From an optimization exercise on the open Yosys and OpenROAD flow, aimed at small area, a short achievable clock period and few clock cycles; shortcuts taken in it are not production practice. Only simulation tests tie the RTL to the original design; equivalence was not proved. No activity file was given, so power comes from the tool's default toggle rates.

== main ==
==> flow/design.v <==
module live_timer #(
    parameter integer NT = 16
) (
    input  wire        clk,
    input  wire        rst,             
    input  wire        cmd_valid,
    input  wire [1:0]  cmd_op,          
    input  wire [3:0]  cmd_slot,
    input  wire [6:0]  cmd_node,
    input  wire [7:0]  cmd_fidx,
    input  wire [31:0] cmd_tmo,
    output wire        cmd_ready,
    output wire        idle,
    output reg         alert_valid,
    output reg  [3:0]  alert_slot,
    output reg  [6:0]  alert_node,
    output reg  [7:0]  alert_fidx,
    output reg         rd_valid,
    output reg  [31:0] rd_rem
);
    localparam [1:0] OP_CONFIG = 2'd0,
                     OP_KICK   = 2'd1,
                     OP_TICK   = 2'd2,
                     OP_READ   = 2'd3;
    reg  [NT-1:0]     slot_act;
    reg  [NT-1:0]     slot_big;
    reg  [6:0]        slot_node [0:NT-1];
    reg  [7:0]        slot_fidx [0:NT-1];
    reg  [30:0]       slot_tmo  [0:NT-1];
    reg  [31:0]       slot_rem  [0:NT-1];
    reg  [NT-1:0]     slot_low;
    reg  [NT-1:0]     slot_tlow;
    reg  [NT-1:0]     pend;           
    reg               ready_q;
    reg               idle_q;
    assign cmd_ready = ready_q;
    assign idle      = idle_q;
    integer i;
    reg  [NT-1:0] c_sel;              
    reg         c_cfg, c_tick, c_read;
    reg  [NT-1:0] c_kk;
    reg  [6:0]  c_node;
    reg  [7:0]  c_fidx;
    reg         c_neg;                
    reg         c_act, c_big, c_low;
    wire accept   = cmd_valid & ready_q;
    wire in_tick  = accept & (cmd_op == OP_TICK);
    wire in_kick  = accept & (cmd_op == OP_KICK);
    wire [NT-1:0] kmatch;
    wire          kmatch_c = c_act & (cmd_node == c_node) & (cmd_fidx == c_fidx);
    always @(posedge clk) begin
        if (rst) begin
            c_cfg  <= 1'b0;
            c_kk   <= {NT{1'b0}};
            c_tick <= 1'b0;
            c_read <= 1'b0;
        end else begin
            c_cfg  <= accept & (cmd_op == OP_CONFIG);
            c_kk   <= {NT{in_kick}} & kmatch;
            c_tick <= in_tick;
            c_read <= accept & (cmd_op == OP_READ);
        end
        for (i = 0; i < NT; i = i + 1)
            c_sel[i] <= (cmd_slot == i);
        c_node <= cmd_node;
        c_fidx <= cmd_fidx;
        c_neg  <= cmd_tmo[31];
        c_act  <= ~cmd_tmo[31] & (|cmd_tmo[30:0]);
        c_big  <= ~cmd_tmo[31] & (cmd_tmo[30:0] > 31'd1000);
        c_low  <= ~|cmd_tmo[31:3] & ~(cmd_tmo[2] & (cmd_tmo[1] | cmd_tmo[0]));
    end
    wire do_tick  = c_tick;
    wire do_read  = c_read;
    wire [NT-1:0] neg;
    wire [NT-1:0] neg_next;
    reg           pend_any;           
    wire [NT-1:0] src      = pend_any ? pend : neg;
    wire [NT-1:0] src_low  = src & (~src + 1'b1);
    reg  [3:0]  a_slot;
    reg  [6:0]  a_node;
    reg  [7:0]  a_fidx;
    always @* begin
        a_slot = 4'd0; a_node = 7'd0; a_fidx = 8'd0;
        for (i = 0; i < NT; i = i + 1)
            if (src_low[i]) begin
                a_slot = a_slot | i[3:0];
                a_node = a_node | slot_node[i];
                a_fidx = a_fidx | slot_fidx[i];
            end
    end
    wire [NT-1:0] src_rest  = src & ~src_low;
    wire [NT-1:0] pend_next = pend_any ? (src_rest | (do_tick ? neg : {NT{1'b0}}))
                                       : (do_tick ? src_rest : {NT{1'b0}});
    wire [3:0] ge [0:2];
    genvar q, h;
    generate
        for (q = 0; q < 3; q = q + 1) begin : g_cnt
            wire [NT-1:0] v = (q == 0) ? pend : (q == 1) ? neg : neg_next;
            wire [3:0] gg [0:3];
            for (h = 0; h < 4; h = h + 1) begin : g_grp
                wire a = v[4*h], b = v[4*h+1], c = v[4*h+2], d = v[4*h+3];
                assign gg[h] = {a & b & c & d,
                                (a & b & (c | d)) | (c & d & (a | b)),
                                (a & (b | c | d)) | (b & (c | d)) | (c & d),
                                a | b | c | d};
            end
            wire [3:0] x = gg[0], y = gg[1], u = gg[2], w = gg[3];
            wire [3:0] m0 = {x[3] | y[3] | (x[2] & y[0]) | (x[1] & y[1]) | (x[0] & y[2]),
                             x[2] | y[2] | (x[1] & y[0]) | (x[0] & y[1]),
                             x[1] | y[1] | (x[0] & y[0]),
                             x[0] | y[0]};
            wire [3:0] m1 = {u[3] | w[3] | (u[2] & w[0]) | (u[1] & w[1]) | (u[0] & w[2]),
                             u[2] | w[2] | (u[1] & w[0]) | (u[0] & w[1]),
                             u[1] | w[1] | (u[0] & w[0]),
                             u[0] | w[0]};
            assign ge[q] = {m0[3] | m1[3] | (m0[2] & m1[0]) | (m0[1] & m1[1]) | (m0[0] & m1[2]),
                            m0[2] | m1[2] | (m0[1] & m1[0]) | (m0[0] & m1[1]),
                            m0[1] | m1[1] | (m0[0] & m1[0]),
                            m0[0] | m1[0]};
        end
    endgenerate
    wire [3:0] gp = ge[0], gn = ge[1], gnn = ge[2];
    wire s_ge2 = do_tick ? (gn[1] | (gp[0] & gn[0]) | gp[1]) : gp[1];
    wire s_ge3 = do_tick ? (gn[2] | (gp[0] & gn[1]) | gp[2]) : gp[2];
    wire s_ge4 = do_tick ? (gn[3] | (gp[0] & gn[2]) | gp[3]) : gp[3];
    wire ready_nx = ~s_ge4 & ~(in_tick & (gnn[2] | (s_ge2 & gnn[1]) | (s_ge3 & gnn[0])));
    always @(posedge clk) begin
        if (rst) begin
            pend        <= {NT{1'b0}};
            pend_any    <= 1'b0;
            ready_q     <= 1'b1;
            idle_q      <= 1'b1;
            alert_valid <= 1'b0;
            rd_valid    <= 1'b0;
        end else begin
            pend        <= pend_next;
            pend_any    <= |pend_next;
            ready_q     <= ready_nx;
            idle_q      <= ~|pend_next & ~accept;
            alert_valid <= pend_any | (do_tick & (|neg));
            rd_valid    <= do_read;
        end
        alert_slot <= a_slot;
        alert_node <= a_node;
        alert_fidx <= a_fidx;
        rd_rem     <= rd_mux;
    end
    reg [31:0] rd_mux;
    always @* begin
        rd_mux = 32'd0;
        for (i = 0; i < NT; i = i + 1)
            if (c_sel[i]) rd_mux = rd_mux | slot_rem[i];
    end
    genvar g;
    generate
        for (g = 0; g < NT; g = g + 1) begin : g_slot
            wire        cfg   = c_cfg & c_sel[g];
            wire        kick  = c_kk[g];
            wire        tick  = do_tick & slot_act[g];
            assign kmatch[g]    = cfg ? kmatch_c
                                      : slot_act[g] & (slot_node[g] == cmd_node) &
                                        (slot_fidx[g] == cmd_fidx);
            wire        cfg_in = accept & (cmd_op == OP_CONFIG) & (cmd_slot == g);
            wire        neg_g = slot_rem[g][31];
            wire        ld    = cfg | kick | (tick & neg_g & slot_big[g]);
            wire        s1k   = tick & neg_g & ~slot_big[g];
            wire        in59  = ~|slot_rem[g][31:4] &
                                (slot_rem[g][3] ? ~(slot_rem[g][2] | slot_rem[g][1])
                                                : (slot_rem[g][2] & (slot_rem[g][1] | slot_rem[g][0])));
            wire        low   = slot_low[g];
            wire [32:0] bor;
            assign bor[0] = 1'b0;
            genvar j;
            for (j = 0; j < 32; j = j + 1) begin : g_b
                if (j == 0 || j == 2)
                    assign bor[j+1] = ~slot_rem[g][j] | bor[j];
                else
                    assign bor[j+1] = ~slot_rem[g][j] & bor[j];
            end
            wire [31:0] dflip = {bor[31:1], 1'b0} ^ 32'd5;   
            wire [31:0] x     = slot_rem[g] ^ (dflip & {32{tick}});
            wire [31:0] rem_nx = ld ? {cfg & c_neg, slot_tmo[g]} : s1k ? 32'd1000 : x;
            assign neg[g]      = slot_act[g] & neg_g;
            assign neg_next[g] = slot_act[g] & (do_tick ? (~neg_g & low) : neg_g);
            always @(posedge clk) begin
                if (rst)
                    slot_act[g] <= 1'b0;
                else if (cfg)
                    slot_act[g] <= c_act;
                if (cfg) begin
                    slot_big[g] <= c_big;
                    slot_node[g] <= c_node;
                    slot_fidx[g] <= c_fidx;
                    slot_tlow[g] <= c_low;
                end
                if (cfg)
                    slot_low[g] <= c_low;
                else if (kick)
                    slot_low[g] <= slot_tlow[g];
                else if (tick)
                    slot_low[g] <= ~neg_g & in59;
                if (cfg_in)
                    slot_tmo[g] <= cmd_tmo[30:0];
                slot_rem[g] <= rem_nx;
            end
        end
    endgenerate
endmodule
==> flow/config.mk <==
export PLATFORM = sky130hd
export DESIGN_NAME = live_timer
export DESIGN_NICKNAME = live_timer
export VERILOG_FILES = /design/flow/design.v
export SDC_FILE = /design/flow/constraint.sdc
export NUM_CORES = 4
export LEC_CHECK = 0
export CAP_MARGIN = 20
export CORE_MARGIN = 2
export CORE_UTILIZATION = 60
export CTS_CLUSTER_DIAMETER = 70
export CTS_CLUSTER_SIZE = 30
export SLEW_MARGIN = 60
export TNS_END_PERCENT = 100
==> flow/constraint.sdc <==
create_clock -name core_clock -period 10.0 [get_ports {clk}]
set_input_delay 2.0000 -clock core_clock [delete_from_list [all_inputs] [get_ports {clk}]]
set_output_delay 2.0000 -clock core_clock [all_outputs]
set_load 0.01 [all_outputs]
standard.sh (not shown) runs the stock make flow with config.mk's settings and CLKGATE_MAP_FILE= SYNTH_SCRIPT=/design/flow/synth_recipe.tcl, a recipe that flattens the netlist after the stock synthesis.
==> flow/flow/run.sh <==
#!/bin/bash
# Standard layout (the standard.sh: the standard synthesis and ORFS
# flow). The SDC, clock period and I/O constraints are the design's own;
# only how hard the resizer works differs: a tighter setup-repair target,
# cell resizing not limited to the same footprint, and plain buffers
# (instead of delay cells) on the ports.
set -euo pipefail
bash standard.sh SETUP_SLACK_MARGIN=7.0 MATCH_CELL_FOOTPRINT=0 \
    "BUFFER_PORTS_ARGS=-buffer_cell sky130_fd_sc_hd__buf_4" \
    finish > standard_flow.log 2>&1
Testbench counts of main, summed over its fixed seeds: cycles 24,044.
--- input diff main..the feature branch ---
diff --git a/flow/flow/run.sh b/flow/flow/run.sh
--- a/flow/flow/run.sh
+++ b/flow/flow/run.sh
@@ -7,3 +7,3 @@
 set -euo pipefail
-bash standard.sh SETUP_SLACK_MARGIN=7.0 MATCH_CELL_FOOTPRINT=0 \
+bash standard.sh SETUP_SLACK_MARGIN=6.9 MATCH_CELL_FOOTPRINT=0 \
     "BUFFER_PORTS_ARGS=-buffer_cell sky130_fd_sc_hd__buf_4" \
[summary]
- Routed metal-1 wire length: the feature branch vs main, no meaningful difference
- Going from main to the feature branch, number of fill cells in the layout moved up, routed via count shrank by 1.5%, register share of the cell area went up, path depth of the worst reg2reg path now larger.

---

## xenon
// live_timer: RTL as listed in full above, without the edits since
clock: 10.0 ns
lec_check: 0
cap_margin: 20
core_margin: 2
core_utilization: 65
cts_cluster_diameter: 70
cts_cluster_size: 30
slew_margin: 60
tns_end_percent: 100
==> flow/flow/run.sh <==
#!/bin/bash
# Standard layout (the standard.sh: the standard synthesis and ORFS
# flow). The SDC, clock period and I/O constraints are the design's own;
# only how hard the resizer works differs: a tighter setup-repair target,
# cell resizing not limited to the same footprint, and plain buffers
# (instead of delay cells) on the ports.
set -euo pipefail
bash standard.sh SETUP_SLACK_MARGIN=6.9 MATCH_CELL_FOOTPRINT=0 \
    "BUFFER_PORTS_ARGS=-buffer_cell sky130_fd_sc_hd__buf_4" \
    finish > standard_flow.log 2>&1
Testbench counts of xenon, summed over its fixed seeds: cycles 24,044.
Input-level comparison between onyx and xenon:
Settings: changing CORE_UTILIZATION from 65 to 60; changing CTS_CLUSTER_SIZE from 30 to 25; changing CTS_CLUSTER_DIAMETER from 70 to 60.
==> run notes <==
In the metrics for onyx and xenon, the one carrying the higher sequential portion of the cell area is xenon.
Of onyx and xenon, the run reporting the higher power was onyx.
In the reports for onyx and xenon, the larger routed wire length belongs to xenon.
In the metrics for onyx and xenon, the one carrying the lower power per cell area is xenon.
onyx vs. xenon: number of post-CTS setup repair buffers went down, number of violations of the max-capacitance limit did not really move, met1 track demand over resource went down.
Diff onyx..xenon | synthesized area | unchanged
onyx vs. xenon: actual slew at the worst max-slew pin now larger; final critical-path share of the clock period grew by 0.28 points; die area grew by about 8%.

-- what the ideal ports hide --
The results above use ideal ports. As a check the final layouts listed here were re-extracted and re-timed, cells and wires unchanged.
Step 1 sets driving cells, clkbuf_16 on the clock port and buf_2 on the other inputs (assumed; they add their load-dependent delay and slew).
Step 2 moves the port delays by t, midway between the first and last clock arrival at a register: inputs arrive t later, outputs are due t later. That takes back most of the time a late clock gives input paths.
a / b / c = ideal / step 1 / step 2; a / b = the first two.
run | shift t [ns] | slack for setup (ns) | latest minus earliest clock arrival (ns) | slew at the worst register clock pin (ns) | worst data-port slew with drivers (ns)
main | 0.796 | 6.782 / 6.703 / 6.209 | 0.056 / 0.057 | 0.12 / 0.12 | 0.09
the feature branch | 0.792 | 6.825 / 6.746 / 6.128 | 0.036 / 0.036 | 0.12 / 0.12 | 0.06
xenon | 0.774 | 6.802 / 6.722 / 6.164 | 0.039 / 0.040 | 0.12 / 0.12 | 0.13
onyx | 0.828 | 6.774 / 6.693 / 6.086 | 0.031 / 0.031 | 0.09 / 0.09 | 0.06
After both steps setup and hold are still met in every run listed. The setup slack of the feature branch, which loses most, moves by -0.079 ns with the drivers and by -0.697 ns with both steps.
